Context: an optimization exercise on an open-source flow, tuned for small area, a short achievable clock period and few clock cycles per item. The choices shown serve that exercise and are no tape-out recipe.
In this exercise RTL edits were held to simulation tests only and were not proved equivalent to the original.
Power is estimated from default activity; no workload was simulated.

<file path="flow/config.mk">
export PLATFORM = sky130hd
export DESIGN_NAME = wacs_locate
export DESIGN_NICKNAME = wacs_locate
export VERILOG_FILES = /design/flow/design.v
export SDC_FILE = /design/flow/constraint.sdc
export NUM_CORES = 4
export LEC_CHECK = 0
export CAP_MARGIN = 20
export CORE_MARGIN = 2
export CORE_UTILIZATION = 40
export SLEW_MARGIN = 20
</file>
<file path="flow/constraint.sdc">
create_clock -name core_clock -period 11.0 [get_ports {clk}]
set_input_delay 2.2000 -clock core_clock [delete_from_list [all_inputs] [get_ports {clk}]]
set_output_delay 2.2000 -clock core_clock [all_outputs]
set_load 0.01 [all_outputs]
</file>
<file path="flow/design.v">
module locate_sign (
    input  wire        clk,
    input  wire [63:0] phase,
    output wire        pos,
    output wire        neg,
    output wire        finite
);
    localparam [62:0] T_UNWRAP    = 63'h4005FDBBE9BBA775;   
    localparam [62:0] DELTA       = 63'h3FD921FB54442D18;   
    localparam [62:0] P_SHIFT_POS = 63'h40178FDB9EFFEA47;   
    wire [31:0] m_hi = phase[62:31];
    wire [30:0] m_lo = phase[30:0];
    reg s;
    reg t_gt_hi, t_eq_hi, t_gt_lo;              
    reg p_lt_hi, p_eq_hi, p_lt_lo;              
    reg d_gt_hi, d_eq_hi, d_gt_lo, d_eq_lo;     
    always @(posedge clk) begin
        s       <= phase[63];
        t_gt_hi <= (m_hi > T_UNWRAP[62:31]);
        t_eq_hi <= (m_hi == T_UNWRAP[62:31]);
        t_gt_lo <= (m_lo > T_UNWRAP[30:0]);
        p_lt_hi <= (m_hi < P_SHIFT_POS[62:31]);
        p_eq_hi <= (m_hi == P_SHIFT_POS[62:31]);
        p_lt_lo <= (m_lo < P_SHIFT_POS[30:0]);
        d_gt_hi <= (m_hi > DELTA[62:31]);
        d_eq_hi <= (m_hi == DELTA[62:31]);
        d_gt_lo <= (m_lo > DELTA[30:0]);
        d_eq_lo <= (m_lo == DELTA[30:0]);
    end
    wire gt_t     = t_gt_hi || (t_eq_hi && t_gt_lo);
    wire lt_p     = p_lt_hi || (p_eq_hi && p_lt_lo);
    wire neg_band = gt_t && lt_p;
    wire gt_delta = d_gt_hi || (d_eq_hi && d_gt_lo);
    wire eq_delta = d_eq_hi && d_eq_lo;
    wire lt_delta = !gt_delta && !eq_delta;
    assign pos    = s ? lt_delta : !neg_band;
    assign neg    = s ? gt_delta : neg_band;
    assign finite = (phase[62:52] != 11'h7FF);
endmodule
module locate_corr #(
    parameter CW = 11               
) (
    input  wire                 clk,
    input  wire                 en,         
    input  wire                 clear,      
    input  wire [7:0]           kbm1,       
    input  wire                 start,      
    input  wire                 adv,        
    input  wire                 use_tap,    
    input  wire                 e_pos,
    input  wire                 e_neg,
    output reg  signed [CW-1:0] c
);
    localparam NW = 85;             
    function automatic [4:0] pack(input [1:0] t0, input [1:0] t1, input [1:0] t2);
        case ({t2[1], t2[0] & !t2[1], t1[1], t1[0] & !t1[1], t0[1], t0[0] & !t0[1]})
            {2'b00, 2'b00, 2'b00}: pack = 5'd0;
            {2'b00, 2'b00, 2'b01}: pack = 5'd1;
            {2'b00, 2'b00, 2'b10}: pack = 5'd2;
            {2'b00, 2'b01, 2'b00}: pack = 5'd3;
            {2'b00, 2'b01, 2'b01}: pack = 5'd4;
            {2'b00, 2'b01, 2'b10}: pack = 5'd5;
            {2'b00, 2'b10, 2'b00}: pack = 5'd6;
            {2'b00, 2'b10, 2'b01}: pack = 5'd7;
            {2'b00, 2'b10, 2'b10}: pack = 5'd8;
            {2'b01, 2'b00, 2'b00}: pack = 5'd9;
            {2'b01, 2'b00, 2'b01}: pack = 5'd10;
            {2'b01, 2'b00, 2'b10}: pack = 5'd11;
            {2'b01, 2'b01, 2'b00}: pack = 5'd12;
            {2'b01, 2'b01, 2'b01}: pack = 5'd13;
            {2'b01, 2'b01, 2'b10}: pack = 5'd14;
            {2'b01, 2'b10, 2'b00}: pack = 5'd15;
            {2'b01, 2'b10, 2'b01}: pack = 5'd16;
            {2'b01, 2'b10, 2'b10}: pack = 5'd17;
            {2'b10, 2'b00, 2'b00}: pack = 5'd18;
            {2'b10, 2'b00, 2'b01}: pack = 5'd19;
            {2'b10, 2'b00, 2'b10}: pack = 5'd20;
            {2'b10, 2'b01, 2'b00}: pack = 5'd21;
            {2'b10, 2'b01, 2'b01}: pack = 5'd22;
            {2'b10, 2'b01, 2'b10}: pack = 5'd23;
            {2'b10, 2'b10, 2'b00}: pack = 5'd24;
            {2'b10, 2'b10, 2'b01}: pack = 5'd25;
            {2'b10, 2'b10, 2'b10}: pack = 5'd26;
            default: pack = 5'd0;
        endcase
    endfunction
    function automatic [5:0] unpack(input [4:0] w);
        case (w)
            5'd0: unpack = {2'b00, 2'b00, 2'b00};
            5'd1: unpack = {2'b00, 2'b00, 2'b01};
            5'd2: unpack = {2'b00, 2'b00, 2'b10};
            5'd3: unpack = {2'b00, 2'b01, 2'b00};
            5'd4: unpack = {2'b00, 2'b01, 2'b01};
            5'd5: unpack = {2'b00, 2'b01, 2'b10};
            5'd6: unpack = {2'b00, 2'b10, 2'b00};
            5'd7: unpack = {2'b00, 2'b10, 2'b01};
            5'd8: unpack = {2'b00, 2'b10, 2'b10};
            5'd9: unpack = {2'b01, 2'b00, 2'b00};
            5'd10: unpack = {2'b01, 2'b00, 2'b01};
            5'd11: unpack = {2'b01, 2'b00, 2'b10};
            5'd12: unpack = {2'b01, 2'b01, 2'b00};
            5'd13: unpack = {2'b01, 2'b01, 2'b01};
            5'd14: unpack = {2'b01, 2'b01, 2'b10};
            5'd15: unpack = {2'b01, 2'b10, 2'b00};
            5'd16: unpack = {2'b01, 2'b10, 2'b01};
            5'd17: unpack = {2'b01, 2'b10, 2'b10};
            5'd18: unpack = {2'b10, 2'b00, 2'b00};
            5'd19: unpack = {2'b10, 2'b00, 2'b01};
            5'd20: unpack = {2'b10, 2'b00, 2'b10};
            5'd21: unpack = {2'b10, 2'b01, 2'b00};
            5'd22: unpack = {2'b10, 2'b01, 2'b01};
            5'd23: unpack = {2'b10, 2'b01, 2'b10};
            5'd24: unpack = {2'b10, 2'b10, 2'b00};
            5'd25: unpack = {2'b10, 2'b10, 2'b01};
            5'd26: unpack = {2'b10, 2'b10, 2'b10};
            default: unpack = 6'd0;
        endcase
    endfunction
    reg [1:0]    s0, s1;            
    reg [1:0]    ph;                
    reg [NW-1:0] plane [0:4];       
    reg [6:0]    rd_w;              
    reg [1:0]    rd_p;              
    reg [4:0]    tap_w;             
    reg [1:0]    tap_p;             
    wire [1:0] e_new = {e_neg, e_pos};
    wire       push  = ph[1];      
    wire       back  = adv && rd_p[1];   
    wire [4:0] w_new = pack(s1, s0, e_new);
    wire [4:0] w_rd  = {plane[4][rd_w], plane[3][rd_w], plane[2][rd_w],
                        plane[1][rd_w], plane[0][rd_w]};
    wire       kb_small = (kbm1 < 8'd3);
    wire [1:0] t_sm  = (kbm1 == 8'd0) ? e_new : ((kbm1 == 8'd1) ? s0 : s1);
    integer i;
    always @(posedge clk) begin
        if (en) begin
            ph <= push ? 2'd0 : (ph[0] ? 2'd2 : 2'd1);
            s0 <= e_new;
            s1 <= s0;
            if (push) begin
                for (i = 0; i < 5; i = i + 1)
                    plane[i] <= {plane[i][NW-2:0], w_new[i]};
            end
            if (start) begin
                rd_w <= push ? 7'd0 : 7'h7F;
                rd_p <= ph;
            end else begin
                rd_w <= rd_w + {{6{back && !push}}, back ^ push};
                if (adv)
                    rd_p <= rd_p[1] ? 2'd0 : (rd_p[0] ? 2'd2 : 2'd1);
            end
            tap_w <= kb_small ? pack(t_sm, 2'b00, 2'b00) : w_rd;
            tap_p <= kb_small ? 2'd0 : rd_p;
        end
    end
    wire [5:0] t_rd  = unpack(tap_w);
    wire [1:0] tap   = (tap_p == 2'd0) ? t_rd[1:0] :
                       ((tap_p == 2'd1) ? t_rd[3:2] : t_rd[5:4]);
    wire t_pos = use_tap & tap[0];
    wire t_neg = use_tap & tap[1];
    wire signed [3:0] tv    = t_pos ? 4'sd2 : (t_neg ? -4'sd2 : 4'sd0);
    wire signed [3:0] ev    = e_pos ? 4'sd1 : (e_neg ? -4'sd1 : 4'sd0);
    wire signed [3:0] delta = tv - ev;
    reg signed [3:0] d_r;
    always @(posedge clk) begin
        d_r <= en ? delta : 4'sd0;
        if (clear)
            c <= {CW{1'b0}};
        else
            c <= c + {{(CW-4){d_r[3]}}, d_r};
    end
endmodule
module wacs_locate (
    input  wire        clk,
    input  wire        rst,
    input  wire        cmd_valid,
    output wire        cmd_ready,
    input  wire [8:0]  cmd_kb,
    input  wire [15:0] cmd_len,
    input  wire        s_valid,
    output wire        s_ready,
    input  wire [63:0] s_phase,
    input  wire [63:0] s_mask,
    output reg         res_valid,
    output wire [1:0]  res_code,
    output wire [15:0] res_k0,
    output wire [15:0] res_first,
    output wire [15:0] res_peak
);
    localparam KB_MAX = 256;
    localparam CW     = 11;
    localparam [1:0] CODE_OK           = 2'd0;
    localparam [1:0] CODE_NO_DETECTION = 2'd1;
    localparam [1:0] CODE_INVALID      = 2'd2;
    reg  [15:0] rem;          
    reg         cmd_rdy;
    reg         s_rdy;
    assign cmd_ready = cmd_rdy;
    assign s_ready   = s_rdy;
    wire cmd_fire = cmd_valid && cmd_rdy;
    wire s_fire   = s_valid && s_rdy;
    wire rem_one  = (rem == 16'd1);
    wire len_zero = (cmd_len == 16'd0);
    always @(posedge clk) begin
        if (rst) begin
            cmd_rdy <= 1'b1;
            s_rdy   <= 1'b0;
        end else if (cmd_fire) begin
            cmd_rdy <= len_zero;
            s_rdy   <= !len_zero;
        end else if (s_fire && rem_one) begin
            cmd_rdy <= 1'b1;
            s_rdy   <= 1'b0;
        end
        if (cmd_fire)
            rem <= cmd_len;
        else if (s_fire)
            rem <= rem - 16'd1;
    end
    wire q_one = (s_mask == 64'd1);
    wire q_bad = (s_mask[63:1] != 63'd0);
    wire pos0, neg0, finite_w;
    locate_sign u_sign (
        .clk    (clk),
        .phase  (s_phase),
        .pos    (pos0),
        .neg    (neg0),
        .finite (finite_w)
    );
    reg       v0, c0, last0;
    reg       q0, bad0;
    wire      e_pos0 = q0 && pos0;
    wire      e_neg0 = q0 && neg0;
    reg       kb_bad0;
    reg [7:0] kbm1;           
    always @(posedge clk) begin
        if (rst) begin
            v0    <= 1'b0;
            c0    <= 1'b0;
            last0 <= 1'b0;
        end else begin
            v0    <= s_fire;
            c0    <= cmd_fire;
            last0 <= (s_fire && rem_one) || (cmd_fire && len_zero);
        end
        q0     <= q_one;
        bad0   <= !finite_w || q_bad;
        if (cmd_fire) begin
            kbm1    <= cmd_kb[7:0] - 8'd1;
            kb_bad0 <= (cmd_kb == 9'd0) || (cmd_kb > KB_MAX);
        end
    end
    reg  [15:0] kidx;         
    reg         seen;         
    reg  [1:0]  half;         
    reg  [7:0]  h;            
    reg         bad1;         
    reg         v1, v1w, found1, c1, last1;
    reg         v2w, found2, c2, last2, bad2;
    wire        active = seen || q0;
    wire signed [CW-1:0] c;
    locate_corr #(.CW(CW)) u_corr (
        .clk     (clk),
        .en      (v0),
        .clear   (c1),
        .kbm1    (kbm1),
        .start   (q0 && !seen),
        .adv     (half != 2'd0 || h == kbm1),
        .use_tap (half == 2'd1),
        .e_pos   (e_pos0),
        .e_neg   (e_neg0),
        .c       (c)
    );
    always @(posedge clk) begin
        if (rst) begin
            c1    <= 1'b0;
            last1 <= 1'b0;
            c2    <= 1'b0;
            last2 <= 1'b0;
        end else begin
            c1    <= c0;
            last1 <= last0;
            c2    <= c1;
            last2 <= last1;
        end
        v1     <= v0;
        v1w    <= v0 && active && (half != 2'd2);
        found1 <= v0 && q0 && !seen;
        v2w    <= v1w;
        found2 <= found1;
        bad2   <= bad1;
        if (c0) begin
            seen <= 1'b0;
            half <= 2'd0;
            h    <= 8'd0;
            bad1 <= kb_bad0;
        end else if (v0) begin
            if (bad0)
                bad1 <= 1'b1;
            if (q0)
                seen <= 1'b1;
            if (active) begin
                if (h == kbm1) begin
                    h <= 8'd0;
                    if (half != 2'd2)
                        half <= half + 2'd1;
                end else begin
                    h <= h + 8'd1;
                end
            end
        end
        if (c1)
            kidx <= 16'hFFFF;
        else if (v1)
            kidx <= kidx + 16'd1;
    end
    reg  [15:0] best_k;
    reg  signed [CW-1:0] best_c;
    reg  [15:0] first;
    reg  [1:0]  code;
    wire [CW-1:0] c_abs  = c[CW-1] ? -c : c;
    wire [CW-1:0] b_abs  = best_c[CW-1] ? -best_c : best_c;
    wire          better = v2w && (c_abs > b_abs);
    always @(posedge clk) begin
        if (rst)
            res_valid <= 1'b0;
        else
            res_valid <= last2;
        if (c2 || bad2) begin
            best_k   <= 16'd0;
            best_c   <= {CW{1'b0}};
            first    <= bad2 ? 16'h0000 : 16'hFFFF;
            code     <= bad2 ? CODE_INVALID : CODE_NO_DETECTION;
        end else begin
            if (found2) begin
                first <= kidx;
                code  <= CODE_OK;
            end
            if (better) begin
                best_k   <= kidx;
                best_c   <= c;
            end
        end
    end
    assign res_code  = code;
    assign res_k0    = best_k;
    assign res_first = first;
    assign res_peak  = {{(16-CW){best_c[CW-1]}}, best_c};
endmodule
</file>
<file path="flow/flow/run.sh">
#!/bin/bash
# Standard layout, with timing repair aimed below the clock period,
# minimum-size port buffers (timing repair resizes the ones that matter) and
# a clock tree of clkbuf_8 leaves under a clkbuf_16 root.
set -euo pipefail
bash standard.sh finish SETUP_SLACK_MARGIN=7.6 \
    "BUFFER_PORTS_ARGS=-buffer_cell sky130_fd_sc_hd__buf_1" \
    "CTS_ARGS=-sink_clustering_enable -repair_clock_nets -sink_clustering_size 20 -sink_clustering_max_diameter 60 -buf_list sky130_fd_sc_hd__clkbuf_8 -root_buf sky130_fd_sc_hd__clkbuf_16" \
    > make_finish.log 2>&1
</file>
<file path="flow/standard.sh">
#!/bin/bash
# synth_recipe.tcl (not shown) runs the flow's synth.tcl, then flattens the netlist and writes it again
# the make line also repeats each setting of config.mk as NAME=value (left out here)
make -C /OpenROAD-flow-scripts/flow DESIGN_CONFIG=/design/flow/config.mk WORK_HOME=/design/flow/orfs CLKGATE_MAP_FILE= SYNTH_SCRIPT=/design/flow/synth_recipe.tcl "${@:-finish}"
</file>
==> key figures, run 1 <==
Logic synthesis
  • Post-synthesis compound-gate area fraction: between 6 and 7%
  • Syn. warnings: 4
  • Largest family of logic cells by synthesized area: multiplexers
  • Post-Synthesis Cells: roughly 1800
  • Synthesized area: 25750 sq um
  • Async set-reset flop share out of synthesis: 0%
  • Post-Synth Adder-Cell Area: approximately 2.1%
  • Simple-gate share of the synthesized area: about a tenth
  • Biggest area consumer among synthesized cells: edfxtp_1
  • Post-Synth XOR/XNOR Area: 2.551%
  • Top cells by area, synth: edfxtp_1, dfxtp_1, mux4_2, mux2i_1, ha_1
  • Mux share of post-synthesis cell area: ~11%
  • Seq cells post-synth: about 600
  • Main flop type after synthesis: edfxtp_1
  • Post-synthesis sequential area ratio: between 60 and 70%
  • EDFF count, synth: about 490
  • Distinct cells, synth: between 80 and 90
  • Syn_area_per_cell: between 10 and 15 sq um
  • Share of the synthesized area in the top cell type: between 50% and 60%
  • Syn_nets: roughly 2000

Placement
  • Hpwl dp: roughly 34000 um
  • Port-buffer cells: 209
  • Routability cong.: 0.8369

Setup path
  • Critical Path AT: between 1000 and 1500 ps
  • Setup crit start kind: register
  • Buf+Inv Stages, Crit Path: 1
  • Cell family with the largest share of critical-path delay: flip-flops
  • CP max-delay cell: dfxtp_2
  • Crit path max fanout: 6
  • Critical path's largest stage delay: 400 ps
  • Worst R2R Start: u_corr.rd_w[0]
  • Worst setup startpoint: best_c[5]
  • Setup slack, reg-to-reg: 7760 ps
  • End of the worst register-to-register path: u_corr.tap_w[1]
  • Crit-path cells: buf_1
  • CP required: between 8000 and 9000 ps
  • Crit Path Category: reg -> out
  • Number of cells on the worst reg-to-reg path: 8
  • Crit. End Element: output port
  • Worst Setup EP: res_peak[5]
  • WP depth: 1

Global routing
  • Congestion Overflow GR: 0
  • Initial antenna violation count: 0
  • Total track usage: 15.70%
  • Largest net degree at the start of global routing: approximately 200
  • Vias in the first global route: ~15000
  • First-pass GRT wire length: ~84000 um

Floorplanning
  • Starting density of the core: 40.24%
  • DIE AREA: around 66000 sq um
  • I/O Pins: 210
  • FP Rows: just over 90
  • Chip height: approximately 260 um
  • Floorplan Core Area: between 60000 and 70000 sq um
  • Chip Width: ~260 um

Clock network
  • CTS Buf Count: between 40 and 50
  • Clock Latency Late Sink: between 500 and 600 ps
  • Clock Sinks: ~590
  • Bufs on Longest Clock Path: 3
  • Clk slew on worst S/H paths: 110 ps
  • CTS root buf: clkbuf_16
  • CTS tree: done
  • H-tree Lvls: 2

STA
  • Unrepaired setup endpoints after global routing: yes
  • Final min period: 3345 ps
  • Hold_ws: 338.3 ps
  • Final Cycle Share: between 30% and 40%
  • Slew margin rel.: between 20% and 30%
  • Final Skew: 33.13 ps
  • Final Hold Viols: 0
  • Final setup TNS: 0 ps
  • Fmax achieved: 0.2990 GHz
  • Actual slew at the worst max-slew pin: between 1000 and 1500 ps
  • Max-slew violations: 0
  • Final setup fails: 0

Final layout
  • Fill cells: between 5000 and 6000
  • Layout cell share with drive strength beyond 1: 12.11%
  • ANT cells: 0
  • Fin util: around 45%
  • Synth-to-layout area growth: 10.88%
  • Final nets: around 2200

Drt
  • Initial DRC count: approximately 1200
  • Via density per instance: roughly 5.4
  • DR vias: ~16000
  • WL/cell: about 19 um
  • First-pass iteration count of the detailed router: 5
  • Post-route ant nets: 0
  • Wirelength, routed: 53440 um
  • Drt drc: 0

Power and ir drop
  • Final Power: ~4.1 mW
  • Max IR drop VDD: slightly above 0.00007 V
  • LEAKAGE: approximately 8.7 nW
  • PwrDens: between 100 and 150 nW/um^2

Hold path
  • Hold/Removal Path Class: reg -> reg
  • Hold path start: found1

Outcome
  • Status: timing/DRC/antenna clean

Job
  • Max-cap violations: 0
==> repair_timing <==
| action | 4_1_cts | 5_1_grt |
|---|---|---|
| gates resized for setup | 22 | 17 |
| endpoints found under the hold margin | 0 | 0 |
| pin swaps | 1 | 1 |
| endpoints found under the setup margin | 128 | 128 |
| cloned | 1 | 1 |
| hold buffers | 0 | 0 |
| setup buffers | 3 | 1 |
==> stage by stage <==
step,setup slack (ps),area (sq um),instances
5_1_grt,7535,28550,2861
2_1_floorplan,6920,25800,1776
3_3_place_gp,6892,27270,2772
4_1_cts,7608,28460,2858
3_5_place_dp,6773,27280,2772
6_report,7655,28550,2861
==> state kept, by name, indices dropped and copies added, names as in the netlist, 4 cells and up <==
name          count
u_corr.plane    425
best_k           16
first            16
kidx             16
rem              16
best_c           11
u_corr.c         11
h                 8
kbm1              8
u_corr.rd_w       7
u_corr.tap_w      5
u_corr.d_r        4
==> area by class of cell <==
cell class              instances  area (sq um)  share of cell area [%]
clock buffers                  47         703.2                   2.463
clock inverters                35         391.6                   1.372
inverters                      36         135.1                  0.4733
multi-input cells            1069          8502                   29.78
flip-flops and latches        589         16730                   58.60
well taps                     855          1070                   3.747
repair buffers                230          1021                   3.576
==> kinds of logic (layout without fill, tap and decap cells) <==
group | count (synthesis) | in the layout
AO/OA/AOI/OAI | 252 | 252
XOR/XNOR | 75 | 75
adder cells (fa/ha/maj) | 43 | 43
buffers and inverters | 119 | 348
flip-flops | 589 | 589
multiplexers | 178 | 178
AND/OR/NAND/NOR | 520 | 521
==> cell usage after synthesis (6+ instances only) <==
| library cell | count |
|---|---|
| edfxtp_1 | 491 |
| nand2_1 | 135 |
| nor2_1 | 120 |
| dfxtp_1 | 98 |
| mux2i_1 | 67 |
| mux4_2 | 65 |
| a21oi_1 | 61 |
| nor3_1 | 44 |
| ha_1 | 42 |
| nor4_1 | 39 |
| xor2_1 | 38 |
| clkbuf_1 | 37 |
| xnor2_1 | 37 |
| inv_1 | 35 |
| o21ai_0 | 32 |
| mux2_2 | 31 |
| nand4_1 | 29 |
| nor2b_1 | 27 |
| nand2b_1 | 25 |
| nand3_1 | 25 |
| o22ai_1 | 22 |
| buf_2 | 19 |
| mux4_1 | 15 |
| a221oi_1 | 14 |
| o31ai_1 | 14 |
| and3_1 | 12 |
| o21a_1 | 11 |
| or3_1 | 11 |
| buf_4 | 10 |
| a22oi_1 | 9 |
| and2_1 | 9 |
| buf_6 | 9 |
| o21bai_1 | 9 |
| a211oi_1 | 8 |
| a31oi_1 | 8 |
| a211o_1 | 7 |
| a22o_1 | 7 |
| a21o_1 | 6 |
| nor4b_1 | 6 |
| or2_2 | 6 |
==> placed cells by master, fill, tap and decap left out, types with 37 or more instances in the layout <==
cell type / n
a21oi_1: 61
buf_1: 202
clkbuf_8: 43
dfxtp_1: 86
edfxtp_1: 491
ha_1: 39
inv_1: 40
mux2i_1: 67
mux4_2: 65
nand2_1: 134
nor2_1: 118
nor3_1: 44
xnor2_1: 37
xor2_1: 38
==> power by group <==
group | switching [mW] | leakage, nW | internal [mW]
Clock | 0.798 | 0.560 | 0.580
Combinational | 0.140 | 3.45 | 0.105
Sequential | 0.0585 | 4.66 | 2.45
==> per-layer routing <==
layer	global-route usage, %	up-vias	part of all wire (%)
met5	0	-	0
met4	3.870	0	2.1
met3	2.778	86	4.7
met2	24.91	384	47
met1	22.51	7792	46
li1	-	7285	-
==> worst min-delay path by stage <==
stage / end / slack [ps] / cells past startpoint
after global placement: found2 / 320 / 0
after detailed placement: found2 / 310 / 0
after CTS: found2 / 340 / 0
after floorplan: found2 / 310 / 0
after global routing: v2w / 350 / 0
final: found2 / 340 / 0
Testbench counts, summed over its fixed seeds: cycles 134,876, items 134,660.
==> inputs of run 2 (changes only) <==
==> flow/flow/run.sh (replaced) <==
#!/bin/bash
# Standard layout, with timing repair aimed below the clock period,
# minimum-size port buffers (timing repair resizes the ones that matter) and
# a clock tree of clkbuf_8 leaves under a clkbuf_16 root.
set -euo pipefail
bash standard.sh finish SETUP_SLACK_MARGIN=7.6 \
    "BUFFER_PORTS_ARGS=-buffer_cell sky130_fd_sc_hd__buf_1" \
    "CTS_ARGS=-sink_clustering_enable -repair_clock_nets -sink_clustering_size 16 -sink_clustering_max_diameter 50 -buf_list sky130_fd_sc_hd__clkbuf_8 -root_buf sky130_fd_sc_hd__clkbuf_16" \
    > make_finish.log 2>&1
==> key figures, run 2 <==
Outcome
  • Status: timing/DRC/antenna clean

Logic synthesis
  • Seq cells post-synth: approximately 590
  • Synthesized area: 25750 sq um
  • Biggest area consumer among synthesized cells: edfxtp_1
  • Syn_nets: 1976
  • Top post-synthesis cells by count: edfxtp_1, nand2_1, nor2_1
  • Distinct cells, synth: 83
  • EDFF count, synth: ~490
  • Syn. warnings: 4
  • Top cells by area, synth: edfxtp_1, dfxtp_1, mux4_2, mux2i_1, ha_1
  • Main flop type after synthesis: edfxtp_1
  • Async set-reset flop share out of synthesis: 0%
  • Post-Synthesis Cells: between 1500 and 2000
  • Syn_area_per_cell: approximately 14 sq um
  • Post-synthesis sequential area ratio: between 60% and 70%
  • Share of the synthesized area in the top cell type: between 50% and 60%
  • Top-count cell post-synth: edfxtp_1

Drt
  • Via density per instance: roughly 5.4
  • Wirelength, routed: 53820 um
  • DR vias: roughly 16000
  • Post-route ant nets: 0
  • WL/cell: about 19 um
  • Drt drc: 0
  • Initial DRC count: ~1200
  • First-pass iteration count of the detailed router: 7

STA
  • Final setup fails: 0
  • Max-slew violations: 0
  • Final Skew: between 20 and 25 ps
  • Final setup TNS: 0 ps
  • Actual slew at the worst max-slew pin: around 1100 ps
  • Slew margin rel.: between 20% and 30%
  • Fmax achieved: 0.2987 GHz
  • Final min period: about 3300 ps
  • Final Hold Viols: 0
  • Final Cycle Share: a little under a third
  • Unrepaired setup endpoints after global routing: yes

Clock network
  • Clk slew on worst S/H paths: about 90 ps
  • CTS tree: done
  • Clock Sinks: ~590
  • CTS Buf Count: 55
  • Post-cts hold buffer count: 0
  • H-tree Lvls: 2
  • CTS root buf: clkbuf_16
  • Clock Latency Late Sink: roughly 590 ps
  • Bufs on Longest Clock Path: 3

Job
  • Max-cap violations: 0

Power and ir drop
  • Max IR drop VDD: 0.00007204 V
  • Comb power frac: under 10%
  • PwrDens: 147.5 nW/um^2
  • NetSw: a little over 1 mW
  • LEAKAGE: between 8 and 9 nW
  • Reg power frac: 59.3%
  • Internal power: ~3.2 mW
  • Net Sw Frac: 24.08%
  • Clock share of power: between 30% and 40%

Global routing
  • First-pass GRT wire length: 84770 um
  • GR Util met2: approximately a quarter
  • Met1 usage: 22.52%
  • Total track usage: 15.77%
  • Met3 GRT Util: under 10%
  • Congestion Overflow GR: 0
  • Global route hottest layer: met2
  • Largest net degree at the start of global routing: 204
  • Vias in the first global route: ~15000
  • Initial antenna violation count: 0

Floorplanning
  • Floorplan Core Area: 64000 sq um
  • FP Rows: 93
  • Chip height: ~260 um
  • Starting density of the core: just over 40%
  • DIE AREA: 66420 sq um
  • I/O Pins: 210
  • Chip Width: 257.7 um

Final layout
  • Finished Layout Cells: 2878
  • Final Cell Area: roughly 29000 sq um
  • Max reg flops: roughly 430
  • Reg with most FFs: u_corr.plane
  • Final nets: 2181
  • Synth-to-layout area growth: 11.46%
  • Most frequent cells in the layout: edfxtp_1, buf_1, nand2_1
  • Layout cell share with drive strength beyond 1: roughly an eighth
  • Commonest non-fill, non-tap cell in the layout: edfxtp_1
  • ANT cells: 0

Setup path
  • Number of cells on the worst reg-to-reg path: 8
  • Crit-path cells: buf_1
  • Crit path max fanout: 2
  • Buf+Inv Stages, Crit Path: 1
  • Cell family with the largest share of critical-path delay: flip-flops
  • Setup crit start kind: register
  • Setup slack, reg-to-reg: 7820 ps
  • CP max-delay cell: dfxtp_1
  • Worst Setup EP: res_k0[8]
  • Critical path's largest stage delay: 340 ps
  • Crit Path Category: reg -> out
  • Worst setup startpoint: best_k[8]
  • Crit. End Element: output port
  • WP depth: 1
  • CP required: 8800 ps
  • Worst R2R Start: u_corr.rd_w[0]
  • End of the worst register-to-register path: u_corr.tap_w[1]
  • Critical Path AT: ~1200 ps

Placement
  • DP Area: approximately 27000 sq um
  • Routability cong.: around 0.84
  • Hpwl dp: 33530 um
  • Port-buffer cells: 209
  • Cells after DPL: 2772

Hold path
  • Hold/Removal Path Class: reg -> reg
-- run 2: changes by cell type in the layout (fill, tap and decap cells not counted), moves of 3 or more --
cell	previous run	this run
clkinvlp_4	4	1
inv_6	3	7
clkinv_1	4	7
clkbuf_2	7	1
inv_8	9	3
buf_1	202	208
clkinv_4	1	5
clkbuf_8	43	54
clkinv_2	2	5
-- run 2: cells by family (layout without fill, tap and decap cells) --
kind of cell / after synthesis / after routing / share of synthesized area [%]
buffers and inverters: 119 / 365 / 2.463
adders and majority gates: 43 / 43 / 2.118
xor gates and xnor gates: 75 / 75 / 2.551
DFF: 589 / 589 / 64.88
muxes: 178 / 178 / 11.18
and+or+nand+nor: 520 / 521 / 10.15
AOI/OAI and AO/OA: 252 / 252 / 6.666
-- run 2: layer usage --
metal / vias to the layer above / share of wire [%] / wire [um]
met3: 82 / 5.0 / 2708
met1: 7809 / 46 / 25020
met4: 0 / 2.4 / 1265
met2: 413 / 46 / 24820
li1: 7310 / - / -
met5: - / 0 / 0
-- run 2: metrics by stage --
stage	hold slack, ps	power (mW)	setup WS, ps	utilization [%]
floorplan	309.6	2.714	6920	-
global placement	316.2	2.797	6892	42.62
CTS	335.9	4.292	7602	44.71
finish	334.6	4.234	7652	44.85
detailed placement	312.1	2.805	6773	42.62
global route	351.1	4.409	7534	44.85
-- run 2: final cells by class --
type,count,area [sq um]
fillers,5708,35300
inverters,36,135.1
flip-flops and latches,589,16730
clock buffers,57,840.8
multi-input cells,1069,8502
repair buffers,230,1016
clock inverters,42,407.9
well taps,855,1070
-- run 2: worst min path at each step --
stage | cells after the start | endpoint | start | slack (ps)
after global placement | 0 | found2 | found1 | 320
after CTS | 0 | found2 | found1 | 340
after global routing | 0 | found2 | found1 | 350
final | 0 | found2 | found1 | 330
after floorplan | 0 | found2 | found1 | 310
after detailed placement | 0 | found2 | found1 | 310
-- run 2: power by group through the flow --
stage | Clock [mW] | Combinational [mW] | Sequential (mW)
detailed placement | 0 | 0.243 | 2.56
floorplan | 0 | 0.167 | 2.55
CTS | 1.54 | 0.246 | 2.51
global route | 1.61 | 0.278 | 2.52
finish | 1.48 | 0.246 | 2.51
global placement | 0 | 0.237 | 2.56
-- run 2: what timing repair did --
item,4_1_cts,5_1_grt
endpoints found under the setup margin,128,123
resized for setup,21,13
setup buffers,3,1
cloned,1,1
pin swaps,1,1
==> inputs of run 3 (changes only) <==
--- a/flow/design.v
+++ b/flow/design.v
@@ -41,6 +41,7 @@
     parameter CW = 11               
 ) (
     input  wire                 clk,
+    input  wire                 rst,
     input  wire                 en,         
     input  wire                 clear,      
     input  wire [7:0]           kbm1,       
@@ -133,8 +134,11 @@
     wire [1:0] t_sm  = (kbm1 == 8'd0) ? e_new : ((kbm1 == 8'd1) ? s0 : s1);
     integer i;
     always @(posedge clk) begin
-        if (en) begin
+        if (rst)
+            ph <= 2'd0;
+        else if (en)
             ph <= push ? 2'd0 : (ph[0] ? 2'd2 : 2'd1);
+        if (en) begin
             s0 <= e_new;
             s1 <= s0;
             if (push) begin
@@ -261,6 +265,7 @@
     wire signed [CW-1:0] c;
     locate_corr #(.CW(CW)) u_corr (
         .clk     (clk),
+        .rst     (rst),
         .en      (v0),
         .clear   (c1),
         .kbm1    (kbm1),
==> flow/flow/run.sh (replaced) <==
#!/bin/bash
# Standard layout, with timing repair aimed below the clock period and
# minimum-size port buffers (timing repair resizes the ones that matter).
set -euo pipefail
bash standard.sh finish SETUP_SLACK_MARGIN=7.6 \
    "BUFFER_PORTS_ARGS=-buffer_cell sky130_fd_sc_hd__buf_1" > make_finish.log 2>&1
--- a/flow/config.mk
+++ b/flow/config.mk
@@ -7,5 +7,7 @@
 export LEC_CHECK = 0
 export CAP_MARGIN = 20
 export CORE_MARGIN = 2
-export CORE_UTILIZATION = 40
+export CORE_UTILIZATION = 65
+export CTS_CLUSTER_DIAMETER = 70
+export CTS_CLUSTER_SIZE = 25
 export SLEW_MARGIN = 20
==> key figures, run 3 <==
Logic synthesis
  • Syn_area_per_cell: ~15 sq um
  • Top cells by area, synth: edfxtp_1, mux4_2, dfxtp_1, nor2_1, mux2i_1
  • Post-Synthesis Cells: 1704
  • Main flop type after synthesis: edfxtp_1
  • Distinct cells, synth: between 70 and 80
  • Seq cells post-synth: 589
  • Top-count cell post-synth: edfxtp_1
  • EDFF count, synth: just under 500
  • Post-Synth Adder-Cell Area: under 10%
  • Simple-gate share of the synthesized area: approximately a tenth
  • Largest family of logic cells by synthesized area: multiplexers
  • Syn. warnings: 4
  • Post-synthesis sequential area ratio: about two thirds
  • Post-Synth XOR/XNOR Area: 2.702%
  • Async set-reset flop share out of synthesis: 0%
  • Syn_nets: 1905
  • Share of the synthesized area in the top cell type: between 50% and 60%
  • Mux share of post-synthesis cell area: between 10 and 15%
  • Synthesized area: between 20000 and 30000 sq um
  • Top post-synthesis cells by count: edfxtp_1, nor2_1, mux4_2
  • Post-synthesis compound-gate area fraction: around 5.6%
  • Biggest area consumer among synthesized cells: edfxtp_1

Global routing
  • Congestion Overflow GR: 0
  • Total track usage: ~25%
  • Met3 GRT Util: roughly 3.6%
  • Met1 usage: a little over a third
  • Largest net degree at the start of global routing: approximately 90
  • Vias in the first global route: between 10000 and 15000
  • GR Util met2: 39.94%
  • Initial antenna violation count: 3
  • Global route hottest layer: met2
  • First-pass GRT wire length: around 80000 um

STA
  • Final Hold Viols: 0
  • Final setup TNS: 0 ps
  • Slew margin rel.: approximately 30%
  • Unrepaired setup endpoints after global routing: yes
  • Fmax achieved: 0.2959 GHz
  • Actual slew at the worst max-slew pin: 1051 ps
  • Max-slew violations: 0
  • Final min period: roughly 3400 ps
  • Final Cycle Share: 30.72%
  • Final Skew: roughly 22 ps
  • Final setup fails: 0
  • Setup slack after layout: around 7600 ps

Outcome
  • Status: timing/DRC/antenna clean

Clock network
  • H-tree Lvls: 1
  • CTS Buf Count: 31
  • Clk slew on worst S/H paths: around 100 ps
  • Clock Sinks: between 500 and 600
  • Bufs on Longest Clock Path: 3
  • CTS tree: done
  • Post-cts hold buffer count: 0
  • CTS root buf: clkbuf_16
  • Clock Latency Late Sink: approximately 630 ps

Placement
  • Port-buffer cells: between 200 and 250
  • Hpwl dp: roughly 33000 um
  • Routability cong.: about 0.87
  • Placement Setup Slack: just under 7000 ps

Drt
  • Post-route ant nets: 0
  • Initial DRC count: 1042
  • Wirelength, routed: ~50000 um
  • DR vias: approximately 15000
  • WL/cell: 20.42 um
  • Drt drc: 0
  • Via density per instance: a little over 6
  • First-pass iteration count of the detailed router: 5

Setup path
  • Critical Path AT: around 1200 ps
  • CP required: 8800 ps
  • Buf+Inv Stages, Crit Path: 1
  • CP max-delay cell: edfxtp_1
  • Setup crit start kind: register
  • Crit. End Element: output port
  • Critical path's largest stage delay: between 400 and 500 ps
  • Cell family with the largest share of critical-path delay: flip-flops
  • Crit Path Category: reg -> out
  • Crit path max fanout: 1
  • Crit-path cells: buf_1

Final layout
  • Synth-to-layout area growth: 9.893%
  • Max reg flops: 425
  • Commonest non-fill, non-tap cell in the layout: edfxtp_1
  • FF/Latch Area: ~17000 sq um
  • Fill cells: approximately 2600
  • Most frequent cells in the layout: edfxtp_1, buf_1, nor2_1
  • Footprint of the multi-input gates: about 8200 sq um
  • Reg with most FFs: u_corr.plane
  • Final nets: between 2000 and 2500
  • Fin util: 72.06%
  • Layout cell share with drive strength beyond 1: between 10% and 20%

Power and ir drop
  • LEAKAGE: around 8.7 nW
  • PwrDens: around 140 nW/um^2
  • Max IR drop VDD: 0.0001415 V

Floorplanning
  • Starting density of the core: 65.57%
  • Floorplan Core Area: 38560 sq um
  • I/O Pins: 210
  • DIE AREA: around 40000 sq um
  • Chip height: between 200 and 250 um
  • Chip Width: 201.2 um
  • FP Rows: 72

Hold path
  • Hold/Removal Path Class: reg -> reg

Job
  • Max-cap violations: 0
==> run 3: cell types whose count changed after synthesis, sizes merged, moves of 6 or more <==
cell / previous run / this run
xnor2: 37 / 44
a21oi: 61 / 67
o22ai: 23 / 12
clkbuf: 38 / 30
mux2i: 67 / 55
mux2: 31 / 0
nor2: 120 / 163
a211oi: 8 / 1
o21ai: 36 / 44
nand2: 135 / 96
mux4: 80 / 105
o31ai: 14 / 7
==> run 3: power by group <==
group	internal (mW)	switching [mW]	leakage, nW
clock	0.576	0.709	0.485
combinational	0.108	0.132	3.56
sequential	2.43	0.0557	4.65
==> run 3: through the flow <==
step	cell area, sq um	instances	total power, mW	hold WS, ps
after floorplan	25320	1704	2.686	309.6
after global placement	26500	2376	2.765	313.1
after detailed placement	26500	2376	2.774	314.4
after CTS	27600	2435	4.043	338.0
after global routing	27780	2448	4.153	351.4
final	27780	2448	4.013	336.3
==> run 3: kinds of logic after synthesis <==
group | after synthesis
AO/OA/AOI/OAI | 221
multiplexers | 160
XOR/XNOR | 78
AND/OR/NAND/NOR | 505
flip-flops | 589
buffers and inverters | 107
adder cells (fa/ha/maj) | 44
==> run 3: path summary, 6_finish.rpt <==
kind	from	end	slack [ps]	depth (start not counted)
worst min-delay path	v1w	v2w	340	0
worst min register to register	v1w	v2w	340	0
worst max-delay path	first[2]	res_first[2]	7620	1
worst max register to register	u_corr.c[0]	best_k[9]	7750	13
==> run 3: area by class of cell <==
type                    count  share of cell area, %
flip-flops and latches    589                  60.17
multi-input cells        1008                  29.48
repair buffers            238                  3.918
clock buffers              40                  2.986
well taps                 518                  2.333
clock inverters            16                 0.5855
inverters                  37                 0.5179
diodes                      2                0.01801
==> run 3: what timing repair did <==
action | in CTS | in global routing
pin swaps | 1 | 5
endpoints found under the setup margin | 242 | 48
setup buffers | 3 | 10
gates resized for setup | 28 | 29
cloned | 0 | 1
==> run 3: routing by layer <==
layer  up-vias  wire (um)
met5         -          0
met3        68       2700
met2       440      23920
met4         0       1246
li1       7024          -
met1      7614      22120
Testbench counts of run 3, summed over its fixed seeds: cycles 134,876, items 134,660.
==> inputs of run 4 (changes only) <==
--- a/flow/config.mk
+++ b/flow/config.mk
@@ -10,4 +10,5 @@
 export CORE_UTILIZATION = 65
 export CTS_CLUSTER_DIAMETER = 70
 export CTS_CLUSTER_SIZE = 25
+export PLACE_DENSITY = 0.85
 export SLEW_MARGIN = 20
==> key figures, run 4 <==
Setup path
  • CP required: about 11000 ps
  • Critical Path AT: 3750 ps
  • Worst setup startpoint: kbm1[6]
  • Worst R2R Start: kbm1[6]
  • Crit path max fanout: 3
  • Crit. End Element: register
  • Setup crit start kind: register
  • Crit Path Category: reg -> reg

Clock network
  • H-tree Lvls: 1
  • Clock Latency Late Sink: 610 ps
  • Clk slew on worst S/H paths: 100 ps
  • Post-cts hold buffer count: 0
  • Clock Sinks: just under 600
  • CTS tree: done
  • Bufs on Longest Clock Path: 3
  • CTS root buf: clkbuf_16
  • CTS Buf Count: 30

Drt
  • Via density per instance: 6.450
  • Drt drc: 0
  • WL/cell: roughly 22 um
  • DR vias: between 15000 and 20000
  • Initial DRC count: ~1700
  • Wirelength, routed: about 52000 um
  • Post-route ant nets: 0
  • First-pass iteration count of the detailed router: 6

STA
  • Final setup fails: 0
  • Final Skew: around 22 ps
  • Final Cycle Share: between 30% and 40%
  • Slew margin rel.: roughly 30%
  • Final min period: around 3400 ps
  • Unrepaired setup endpoints after global routing: yes
  • Fmax achieved: a little under 0.3 GHz
  • Max-slew violations: 0
  • Actual slew at the worst max-slew pin: ~1100 ps
  • Final Hold Viols: 0
  • Final setup TNS: 0 ps

Logic synthesis
  • Synthesized area: around 25000 sq um
  • Post-synthesis sequential area ratio: between 60% and 70%
  • Syn_nets: ~1900
  • Post-synthesis compound-gate area fraction: 5.617%
  • Post-Synthesis Cells: ~1700
  • Largest family of logic cells by synthesized area: multiplexers
  • Post-Synth Adder-Cell Area: 2.207%
  • Main flop type after synthesis: edfxtp_1
  • EDFF count, synth: around 500
  • Top-count cell post-synth: edfxtp_1
  • Biggest area consumer among synthesized cells: edfxtp_1
  • Distinct cells, synth: 73
  • Mux share of post-synthesis cell area: about 12%
  • Share of the synthesized area in the top cell type: between 50% and 60%
  • Simple-gate share of the synthesized area: 9.863%
  • Seq cells post-synth: just under 600
  • Top cells by area, synth: edfxtp_1, mux4_2, dfxtp_1, nor2_1, mux2i_1
  • Top post-synthesis cells by count: edfxtp_1, nor2_1, mux4_2
  • Async set-reset flop share out of synthesis: 0%
  • Syn_area_per_cell: between 10 and 15 sq um
  • Post-Synth XOR/XNOR Area: 2.702%
  • Syn. warnings: 4

Placement
  • Hpwl dp: roughly 33000 um
  • Routability cong.: slightly above 0.9
  • DP Area: roughly 26000 sq um
  • Port-buffer cells: between 200 and 250

Global routing
  • Largest net degree at the start of global routing: 113
  • First-pass GRT wire length: 81430 um
  • Initial antenna violation count: 0
  • Vias in the first global route: about 15000
  • Congestion Overflow GR: 0
  • Total track usage: between 20% and 30%

Power and ir drop
  • LEAKAGE: between 8 and 9 nW
  • Comb power frac: under 10%
  • NetSw: around 900 uW
  • Net Sw Frac: between 20% and 30%
  • Reg power frac: 62.9%
  • Max IR drop VDD: ~0.00012 V
  • Clock share of power: a little under a third
  • Internal power: around 3.1 mW
  • Final Power: about 4 mW
  • PwrDens: roughly 140 nW/um^2

Hold path
  • Hold path start: v1w
  • Hold/Removal Path Class: reg -> reg

Final layout
  • Fill cells: between 2000 and 2500
  • Commonest non-fill, non-tap cell in the layout: edfxtp_1
  • Final Cell Area: approximately 28000 sq um
  • Final nets: about 2100
  • Most frequent cells in the layout: edfxtp_1, buf_1, nor2_1
  • Fin util: a little under three quarters
  • Layout cell share with drive strength beyond 1: a little under an eighth
  • Max reg flops: approximately 430
  • ANT cells: 0
  • Reg with most FFs: u_corr.plane
  • Synth-to-layout area growth: 9.319%

Job
  • Max-cap violations: 0

Floorplanning
  • Chip Width: roughly 200 um
  • FP Rows: slightly above 70
  • I/O Pins: between 200 and 250
  • Chip height: about 200 um
  • Starting density of the core: 65.57%
  • DIE AREA: 40490 sq um
  • Floorplan Core Area: slightly below 40000 sq um

Outcome
  • Status: timing/DRC/antenna clean
==> run 4: cell counts after synthesis <==
Identical to the previous run, type by type.
==> run 4: power by group through the flow <==
stage	clock [mW]	combinational, mW	sequential [mW]
2_1_floorplan	0	0.160	2.53
3_3_place_gp	0	0.219	2.54
3_5_place_dp	0	0.231	2.54
4_1_cts	1.25	0.237	2.49
5_1_grt	1.31	0.269	2.50
6_report	1.23	0.243	2.49
==> run 4: path summary, 6_finish.rpt <==
path,end,slack (ps),cells past startpoint
worst max-delay path,u_corr.rd_w[6],7600,15
worst min-delay path,v2w,340,0
worst max register to register,u_corr.rd_w[6],7600,15
worst min register to register,v2w,340,0
==> run 4: timing repair <==
action | CTS | global route
cloned | 1 | 1
pin swaps | 1 | 7
buffers inserted | 2 | 4
resized for setup | 14 | 30
setup endpoints to repair | 207 | 96
==> run 4: cells by family (layout without fill, tap and decap cells) <==
kind of cell,Yosys count,in the layout
buffers and inverters,107,312
adder cells (fa/ha/maj),44,44
AND/OR/NAND/NOR,505,505
multiplexers,160,160
AO/OA/AOI/OAI,221,221
XOR/XNOR,78,78
flip-flops,589,589
==> run 4: final cells by class <==
cell class	count	area (sq um)	share of cell area (%)
clock inverter	10	102.6	0.3712
sequential	589	16710	60.46
tap	518	648.1	2.345
multi-input combinational	1008	8200	29.67
inverter	37	143.9	0.5206
timing repair buffer	229	1039	3.758
clock buffer	36	794.5	2.875
==> run 4: per-stage QoR <==
stage	worst slack, ps	instances	hold WS, ps
finish	7601	2427	336.2
global route	7442	2427	346.9
CTS	7341	2422	337.0
detailed placement	6815	2373	314.3
global placement	6929	2373	317.8
floorplan	3627	1704	309.6
==> run 4: layer usage <==
metal,track usage [%],share of wire [%],up-vias
li1,-,-,6979
met4,6.460,2.1,0
met5,0,0,-
met3,3.644,7.7,105
met2,40.71,49,720
met1,36.88,42,7849
==> run 4: worst max-delay path, cell delays in order (launching register included) <==
cell and delay [ps]:
edfxtp_1 420, xor2_1 170, nor4_2 340, nand2_1 160
a21oi_2 220, ha_1 260, inv_1 60, ha_1 200
ha_2 220, inv_1 90, a2bb2oi_2 220, o221ai_2 170
mux2i_1 170, a221oi_2 230, xnor2_1 170, o21ai_1 70
==> inputs of run 5 (changes only) <==
--- a/flow/config.mk
+++ b/flow/config.mk
@@ -7,8 +7,8 @@
 export LEC_CHECK = 0
 export CAP_MARGIN = 20
 export CORE_MARGIN = 2
-export CORE_UTILIZATION = 65
+export CORE_UTILIZATION = 40
 export CTS_CLUSTER_DIAMETER = 70
 export CTS_CLUSTER_SIZE = 25
-export PLACE_DENSITY = 0.85
+export PLACE_DENSITY = 0.9
 export SLEW_MARGIN = 20
==> key figures, run 5 <==
Logic synthesis
  • Top post-synthesis cells by count: edfxtp_1, nor2_1, mux4_2
  • Syn_nets: 1905
  • Async set-reset flop share out of synthesis: 0%
  • Top cells by area, synth: edfxtp_1, mux4_2, dfxtp_1, nor2_1, mux2i_1
  • Synthesized area: 25280 sq um
  • Main flop type after synthesis: edfxtp_1
  • Top-count cell post-synth: edfxtp_1
  • Share of the synthesized area in the top cell type: slightly below 60%
  • EDFF count, synth: between 400 and 500
  • Post-Synthesis Cells: 1704
  • Post-synthesis sequential area ratio: 66.00%
  • Biggest area consumer among synthesized cells: edfxtp_1
  • Seq cells post-synth: between 500 and 600
  • Distinct cells, synth: 73
  • Syn_area_per_cell: between 10 and 15 sq um
  • Syn. warnings: 4

STA
  • Unrepaired setup endpoints after global routing: no
  • Fmax achieved: ~0.30 GHz
  • Actual slew at the worst max-slew pin: ~1000 ps
  • Final Cycle Share: between 30% and 40%
  • Max-slew violations: 0
  • Final min period: approximately 3400 ps
  • Final setup TNS: 0 ps
  • Final Hold Viols: 0
  • Final setup fails: 0
  • Slew margin rel.: 31.14%
  • Final Skew: about 17 ps

Setup path
  • Crit path max fanout: 6
  • Critical Path AT: about 1200 ps
  • Buf+Inv Stages, Crit Path: 1
  • Critical path's largest stage delay: roughly 400 ps
  • End of the worst register-to-register path: u_corr.rd_w[6]
  • Crit-path cells: buf_1
  • Setup crit start kind: register
  • Setup slack, reg-to-reg: around 7700 ps
  • Cell family with the largest share of critical-path delay: flip-flops
  • Crit Path Category: reg -> out
  • Crit. End Element: output port
  • Worst R2R Start: kbm1[6]
  • CP required: approximately 9000 ps
  • Number of cells on the worst reg-to-reg path: 15
  • CP max-delay cell: dfxtp_2

Final layout
  • Finished Layout Cells: 2765
  • Fill cells: 5276
  • Layout cell share with drive strength beyond 1: between 10% and 20%
  • Reg with most FFs: u_corr.plane
  • Final nets: ~2100
  • Synth-to-layout area growth: 11.17%
  • Commonest non-fill, non-tap cell in the layout: edfxtp_1
  • Max reg flops: between 400 and 500
  • Footprint of the multi-input gates: between 8000 and 9000 sq um
  • Most frequent cells in the layout: edfxtp_1, buf_1, nor2_1
  • FF/Latch Area: 16710 sq um
  • ANT cells: 0

Floorplanning
  • I/O Pins: between 200 and 250
  • Floorplan Core Area: 62740 sq um
  • Starting density of the core: between 40% and 50%
  • FP Rows: 92
  • Chip Width: ~260 um
  • Chip height: 255.4 um
  • DIE AREA: approximately 65000 sq um

Placement
  • Port-buffer cells: roughly 210
  • Routability cong.: ~0.96
  • Cells after DPL: 2700
  • Hpwl dp: about 36000 um

Clock network
  • Post-cts hold buffer count: 0
  • Clk slew on worst S/H paths: roughly 90 ps
  • CTS Buf Count: 29
  • H-tree Lvls: 1
  • Clock Sinks: roughly 590
  • CTS root buf: clkbuf_16
  • CTS tree: done
  • Bufs on Longest Clock Path: 3
  • Clock Latency Late Sink: 590 ps

Drt
  • Wirelength, routed: around 56000 um
  • DR vias: around 16000
  • Initial DRC count: around 1800
  • WL/cell: about 20 um
  • First-pass iteration count of the detailed router: 8
  • Via density per instance: 5.754
  • Drt drc: 0
  • Post-route ant nets: 0

Global routing
  • Total track usage: between 10% and 20%
  • Initial antenna violation count: 0
  • First-pass GRT wire length: 86670 um
  • Vias in the first global route: 15610
  • Largest net degree at the start of global routing: about 210
  • Congestion Overflow GR: 0

Job
  • Max-cap violations: 0

Hold path
  • Hold/Removal Path Class: reg -> reg
  • WHS Endpoint: found2
  • Hold Crit Depth: 0
  • Hold path start: found1

Power and ir drop
  • PwrDens: about 140 nW/um^2
  • LEAKAGE: 8.607 nW
  • Max IR drop VDD: approximately 0.00011 V

Outcome
  • Status: timing/DRC/antenna clean
run 5: cell count changes in the layout (fill, tap and decap cells not counted), moves of 2 or more:
cell       previous run  this run
buf_12                1         3
inv_8                 4         0
buf_2                 0         2
clkinv_2              0         2
clkbuf_1              5        14
clkbuf_8              0         3
clkbuf_16            33        30
run 5: timing repair:
item,CTS,global route
setup endpoints to repair,350,330
resized for setup,24,25
buffers inserted,3,5
pin swaps,3,7
cloned,3,1
run 5: worst max path at each step:
stage / start / slack [ps] / end / depth (start not counted)
finish: best_c[7] / 7640 / res_peak[7] / 1
global route: kbm1[6] / 7520 / u_corr.rd_w[6] / 15
CTS: best_c[10] / 7500 / res_peak[15] / 1
detailed placement: cmd_valid / 6810 / rem[9] / 3
global placement: cmd_valid / 6920 / rem[0] / 3
floorplan: v0 / 3630 / u_corr.plane[0][0] / 2
run 5: power by group:
group	switching, mW	leakage [nW]	total [mW]	internal [mW]
Sequential	0.0564	4.65	2.49	2.43
Combinational	0.139	3.52	0.249	0.110
Clock	0.683	0.438	1.23	0.543
Total	0.878	8.61	3.96	3.09
run 5: cell type report:
class,count,share of cell area (%)
Inverter,37,0.5120
Timing Repair Buffer,231,3.789
Clock buffer,45,2.867
Tap cell,846,3.766
Sequential cell,589,59.45
Clock inverter,8,0.3517
Multi-Input combinational cell,1009,29.26
run 5: metal layers:
metal	GRT usage (%)	vias up	wire length (um)	share of wire [%]
met3	2.431	124	4480	8.1
met4	4.461	0	1656	3.0
met1	21.41	7902	21660	39
li1	-	6990	-	-
met2	28.36	895	27780	50
met5	0	-	0	0
run 5: cells by family (layout without fill, tap and decap cells):
kind of cell	count (synthesis)	after routing	synth area share (%)
AO/OA/AOI/OAI	221	221	5.617
XOR/XNOR	78	78	2.702
adder cells (fa/ha/maj)	44	44	2.207
buffers and inverters	107	321	2.079
flip-flops	589	589	66.00
multiplexers	160	160	11.53
AND/OR/NAND/NOR	505	506	9.864
run 5: per-stage QoR:
stage / hold WS [ps] / total power [mW] / area, sq um / worst slack, ps / util, %
global placement: 321.5 / 2.758 / 26890 / 6919 / 42.87
finish: 358.4 / 3.964 / 28100 / 7645 / 44.80
CTS: 357.3 / 3.979 / 27950 / 7500 / 44.56
global route: 364.5 / 4.093 / 28100 / 7524 / 44.80
detailed placement: 338.8 / 2.776 / 26890 / 6814 / 42.87
floorplan: 309.6 / 2.686 / 25320 / 3627 / -
==> inputs of run 6 (changes only) <==
--- a/flow/config.mk
+++ b/flow/config.mk
@@ -10,5 +10,4 @@
 export CORE_UTILIZATION = 40
 export CTS_CLUSTER_DIAMETER = 70
 export CTS_CLUSTER_SIZE = 25
-export PLACE_DENSITY = 0.9
 export SLEW_MARGIN = 20
==> key figures, run 6 <==
Clock network
  • Clk slew on worst S/H paths: ~90 ps
  • H-tree Lvls: 2
  • Clock Latency Late Sink: between 500 and 600 ps
  • Bufs on Longest Clock Path: 3
  • CTS root buf: clkbuf_16
  • CTS tree: done
  • CTS Buf Count: 36
  • Clock Sinks: ~590

Setup path
  • Buf+Inv Stages, Crit Path: 1
  • Critical Path AT: 1170 ps
  • Crit Path Category: reg -> out
  • CP max-delay cell: edfxtp_1
  • Critical path's largest stage delay: roughly 440 ps
  • Crit path max fanout: 1
  • Crit. End Element: output port
  • CP required: between 8000 and 9000 ps
  • Setup crit start kind: register
  • Cell family with the largest share of critical-path delay: flip-flops
  • Crit-path cells: clkbuf_2

Drt
  • Drt drc: 0
  • DR vias: 15080
  • Initial DRC count: 1350
  • WL/cell: about 19 um
  • Via density per instance: about 5.4
  • Post-route ant nets: 0
  • First-pass iteration count of the detailed router: 5
  • Wirelength, routed: 53220 um

STA
  • Final Cycle Share: a little over 30%
  • Unrepaired setup endpoints after global routing: yes
  • Actual slew at the worst max-slew pin: between 800 and 900 ps
  • Slew margin rel.: approximately 44%
  • Final setup TNS: 0 ps
  • Max-slew violations: 0
  • Final Skew: just under 30 ps
  • Fmax achieved: between 0.2 and 0.3 GHz
  • Final Hold Viols: 0
  • Final setup fails: 0
  • Final min period: around 3400 ps

Floorplanning
  • DIE AREA: approximately 65000 sq um
  • Floorplan Core Area: 62740 sq um
  • Chip height: 255.4 um
  • FP Rows: 92
  • I/O Pins: between 200 and 250
  • Chip Width: between 200 and 300 um
  • Starting density of the core: 40.30%

Logic synthesis
  • Top cells by area, synth: edfxtp_1, mux4_2, dfxtp_1, nor2_1, mux2i_1
  • Top post-synthesis cells by count: edfxtp_1, nor2_1, mux4_2
  • Share of the synthesized area in the top cell type: about three fifths
  • Biggest area consumer among synthesized cells: edfxtp_1
  • Syn_area_per_cell: between 10 and 15 sq um
  • Distinct cells, synth: 73
  • Syn_nets: 1905
  • Post-Synthesis Cells: 1704
  • Syn. warnings: 4
  • Async set-reset flop share out of synthesis: 0%
  • Synthesized area: 25280 sq um
  • Post-synthesis sequential area ratio: 66.00%
  • Main flop type after synthesis: edfxtp_1
  • Seq cells post-synth: just under 600
  • Top-count cell post-synth: edfxtp_1
  • EDFF count, synth: 489

Global routing
  • Total track usage: 15.77%
  • Vias in the first global route: about 15000
  • First-pass GRT wire length: ~83000 um
  • Largest net degree at the start of global routing: about 110
  • Congestion Overflow GR: 0
  • Initial antenna violation count: 0

Final layout
  • Final nets: around 2100
  • Layout cell share with drive strength beyond 1: roughly 13%
  • Fill cells: roughly 5600
  • Commonest non-fill, non-tap cell in the layout: edfxtp_1
  • ANT cells: 0
  • Synth-to-layout area growth: 12.75%
  • Max reg flops: 425
  • Final Cell Area: ~29000 sq um
  • Most frequent cells in the layout: edfxtp_1, buf_1, nor2_1
  • Reg with most FFs: u_corr.plane

Placement
  • Port-buffer cells: 209
  • Hpwl dp: between 30000 and 40000 um
  • Routability cong.: just over 0.9
  • DP Area: 26910 sq um

Power and ir drop
  • PwrDens: around 150 nW/um^2
  • LEAKAGE: 8.800 nW
  • Max IR drop VDD: approximately 0.00011 V

Hold path
  • Hold/Removal Path Class: reg -> reg

Job
  • Max-cap violations: 0

Outcome
  • Status: timing/DRC/antenna clean
## run 6: cell counts after synthesis
No cell type changed its count.
## run 6: cell type report
type	instances	area (sq um)	area share (%)
multi-input cells	1008	8218	28.83
inverters	37	146.4	0.5136
clock inverters	21	270.3	0.9481
well taps	846	1059	3.713
repair buffers	239	1149	4.029
flip-flops and latches	589	16720	58.64
clock buffers	40	947.2	3.323
## run 6: cells by family (layout without fill, tap and decap cells)
family          count (synthesis)  after routing  synth area share, %
mux                           160            160                11.53
xor+xnor                       78             78                2.702
flops                         589            589                66.00
fa+ha+maj                      44             44                2.207
simple gates                  505            505                9.864
compound gates                221            221                5.617
buf+inv                       107            337                2.079
## run 6: final timing paths
check | from | to | slack (ps) | depth (start not counted)
hold reg to reg | found1 | found2 | 330 | 0
hold / removal | found1 | found2 | 330 | 0
setup reg to reg | u_corr.c[1] | best_k[0] | 7750 | 13
setup / recovery | first[1] | res_first[1] | 7630 | 1
## run 6: through the flow
stage	setup WS (ps)	hold slack (ps)	utilization [%]	std cells	total power, mW
2_1_floorplan	3627	309.6	-	1704	2.686
3_3_place_gp	6857	315.0	42.90	2703	2.770
3_5_place_dp	6756	312.1	42.90	2703	2.778
4_1_cts	7571	333.3	45.08	2770	4.263
5_1_grt	7579	340.9	45.44	2780	4.376
6_report	7628	332.7	45.44	2780	4.210
## run 6: power breakdown
| group | internal, mW | switching, mW | leakage, nW |
|---|---|---|---|
| clock network | 0.687 | 0.789 | 0.585 |
| registers | 2.43 | 0.0576 | 4.65 |
| logic | 0.110 | 0.134 | 3.56 |
## run 6: what timing repair did
item,CTS,global route
buffers inserted,5,7
gates cloned,1,3
pin swaps,3,8
gates resized for setup,21,34
endpoints found under the setup margin,152,128
hold buffers,0,0
## run 6: routing by layer
layer	track usage, %	routed length [um]
met2	24.68	24560
met4	4.314	995
met3	2.450	2585
met1	22.93	25080
met5	0	0
==> inputs of run 7 (changes only) <==
--- a/flow/config.mk
+++ b/flow/config.mk
@@ -10,4 +10,5 @@
 export CORE_UTILIZATION = 40
 export CTS_CLUSTER_DIAMETER = 70
 export CTS_CLUSTER_SIZE = 25
+export PLACE_DENSITY = 0.75
 export SLEW_MARGIN = 20
==> key figures, run 7 <==
Logic synthesis
  • Post-synthesis sequential area ratio: roughly 66%
  • Share of the synthesized area in the top cell type: between 50% and 60%
  • Syn. warnings: 4
  • Largest family of logic cells by synthesized area: multiplexers
  • Top-count cell post-synth: edfxtp_1
  • Synthesized area: around 25000 sq um
  • Mux share of post-synthesis cell area: a little under an eighth
  • Post-Synth Adder-Cell Area: 2.207%
  • Distinct cells, synth: 73
  • EDFF count, synth: a little under 500
  • Main flop type after synthesis: edfxtp_1
  • Biggest area consumer among synthesized cells: edfxtp_1
  • Top cells by area, synth: edfxtp_1, mux4_2, dfxtp_1, nor2_1, mux2i_1
  • Seq cells post-synth: between 500 and 600
  • Post-Synthesis Cells: 1704
  • Top post-synthesis cells by count: edfxtp_1, nor2_1, mux4_2
  • Async set-reset flop share out of synthesis: 0%
  • Simple-gate share of the synthesized area: under 10%
  • Syn_nets: 1905
  • Post-Synth XOR/XNOR Area: 2.702%
  • Syn_area_per_cell: between 10 and 15 sq um
  • Post-synthesis compound-gate area fraction: 5.617%

Placement
  • Port-buffer cells: about 210
  • Hpwl dp: 33050 um
  • Routability cong.: ~0.9
  • Placement Setup Slack: between 7000 and 8000 ps
  • Cells after DPL: between 2000 and 3000

Floorplanning
  • Floorplan Core Area: about 63000 sq um
  • Starting density of the core: roughly two fifths
  • Chip height: approximately 260 um
  • DIE AREA: about 65000 sq um
  • I/O Pins: 210
  • FP Rows: 92
  • Chip Width: roughly 260 um

Setup path
  • Critical Path AT: approximately 1200 ps
  • Worst setup startpoint: best_c[2]
  • Setup crit start kind: register
  • Crit. End Element: output port
  • Worst Setup EP: res_peak[2]
  • Worst R2R Start: u_corr.c[0]
  • Setup slack, reg-to-reg: 7730 ps
  • Crit-path cells: clkbuf_2
  • Crit Path Category: reg -> out
  • CP max-delay cell: dfxtp_2
  • Number of cells on the worst reg-to-reg path: 13
  • Critical path's largest stage delay: about 400 ps
  • Buf+Inv Stages, Crit Path: 1
  • End of the worst register-to-register path: best_k[1]
  • WP depth: 1
  • CP required: between 8000 and 9000 ps
  • Cell family with the largest share of critical-path delay: flip-flops
  • Crit path max fanout: 5

STA
  • Final Cycle Share: between 30% and 40%
  • Final setup fails: 0
  • Fmax achieved: roughly 0.30 GHz
  • Max-slew violations: 0
  • Slew margin rel.: 24.10%
  • Unrepaired setup endpoints after global routing: yes
  • Final Skew: about 18 ps
  • Setup slack after layout: ~7600 ps
  • Final Hold Viols: 0
  • Actual slew at the worst max-slew pin: 1138 ps
  • Final min period: 3362 ps
  • Final setup TNS: 0 ps

Final layout
  • Final nets: around 2100
  • Reg with most FFs: u_corr.plane
  • Commonest non-fill, non-tap cell in the layout: edfxtp_1
  • Fin util: about 45%
  • Finished Layout Cells: between 2000 and 3000
  • Synth-to-layout area growth: 11.59%
  • Max reg flops: roughly 430
  • Layout cell share with drive strength beyond 1: between 10 and 15%
  • ANT cells: 0
  • Most frequent cells in the layout: edfxtp_1, buf_1, nor2_1

Global routing
  • Total track usage: around 15%
  • Largest net degree at the start of global routing: roughly 220
  • Congestion Overflow GR: 0
  • Vias in the first global route: between 15000 and 20000
  • First-pass GRT wire length: around 81000 um
  • Initial antenna violation count: 0

Drt
  • First-pass iteration count of the detailed router: 6
  • Wirelength, routed: approximately 51000 um
  • Post-route ant nets: 0
  • Drt drc: 0
  • Via density per instance: between 5 and 6
  • Initial DRC count: 1408
  • WL/cell: 18.38 um
  • DR vias: between 15000 and 20000

Power and ir drop
  • Max IR drop VDD: roughly 0.00013 V
  • PwrDens: roughly 140 nW/um^2
  • LEAKAGE: 8.655 nW
  • Final Power: between 4 and 5 mW

Clock network
  • Clock Latency Late Sink: between 600 and 700 ps
  • CTS Buf Count: 31
  • H-tree Lvls: 1
  • CTS tree: done
  • CTS root buf: clkbuf_16
  • Bufs on Longest Clock Path: 3
  • Clk slew on worst S/H paths: ~90 ps
  • Clock Sinks: around 590

Job
  • Max-cap violations: 0

Outcome
  • Status: timing/DRC/antenna clean

Hold path
  • Hold/Removal Path Class: reg -> reg
run 7: per-layer routing:
| layer | global-route usage [%] | up-vias | wire (um) |
|---|---|---|---|
| met5 | 0 | - | 0 |
| met2 | 24.47 | 524 | 24160 |
| met1 | 20.97 | 7739 | 22560 |
| met4 | 2.974 | 0 | 917 |
| met3 | 2.609 | 79 | 3224 |
| li1 | - | 7005 | - |
run 7: how the worst min path moves through the flow:
stage / start / to / slack (ps) / cells past startpoint
2_1_floorplan: found1 / found2 / 310 / 0
3_3_place_gp: found1 / found2 / 320 / 0
3_5_place_dp: found1 / found2 / 310 / 0
4_1_cts: found1 / found2 / 340 / 0
5_1_grt: found1 / found2 / 350 / 0
6_report: found1 / found2 / 330 / 0
run 7: cell type report:
cell class                 count  area, sq um
fill                        5398        34520
sequential                   589        16720
multi-input combinational   1008         8222
timing repair buffer         236         1090
tap                          846         1059
clock buffer                  38        812.0
clock inverter                14        168.9
inverter                      37        143.9
run 7: cells by family (layout without fill, tap and decap cells):
logic type,Yosys count,count (layout)
compound gates,221,221
xor+xnor,78,78
fa+ha+maj,44,44
buf+inv,107,325
flops,589,589
mux,160,160
simple gates,505,505
run 7: power by group:
part           switching [mW]  internal (mW)
clock                   0.720          0.571
sequential             0.0538           2.43
combinational           0.133          0.109
total                   0.907           3.11
run 7: stage by stage:
stage,hold WS (ps),area [sq um]
floorplan,309.6,25320
global placement,315.3,26920
detailed placement,314.7,26920
CTS,335.1,28030
global route,346.5,28210
finish,332.8,28210
run 7: repair_timing:
item	in CTS	in global routing
resized for setup	24	27
pin swaps	1	8
endpoints found under the setup margin	47	37
gates cloned	2	0
setup buffers	2	7
hold buffers	0	0

-- re-timing with driven ports --
How much do the figures lean on ideal ports? The routed layouts below were timed once more, with nothing changed but the port constraints. Step 1, drivers: a clkbuf_16 drives clk and a buf_2 each remaining input, both assumed. Step 2, shift: input delay + t, output delay - t, t = (earliest + latest rising clock arrival at the registers) / 2. This alone moves slack from input paths to output paths. Three values: ideal ports, drivers, drivers and shift; two values: the first two.
run	t (ns)	setup slack, ns	worst setup path after step 2	worst slew at a driven data input, ns
run 1	0.626	7.655 / 7.597 / 7.214	input to register	0.07
run 2	0.627	7.652 / 7.596 / 7.211	input to register	0.07
run 3	0.673	7.620 / 7.568 / 7.210	input to register	0.12
run 4	0.657	7.601 / 7.563 / 7.277	input to register	0.08
run 5	0.640	7.645 / 7.591 / 7.280	input to register	0.11
run 6	0.641	7.628 / 7.562 / 7.220	input to register	0.06
run 7	0.667	7.638 / 7.578 / 7.353	input to register	0.06
After both steps setup and hold are still met in every run listed.
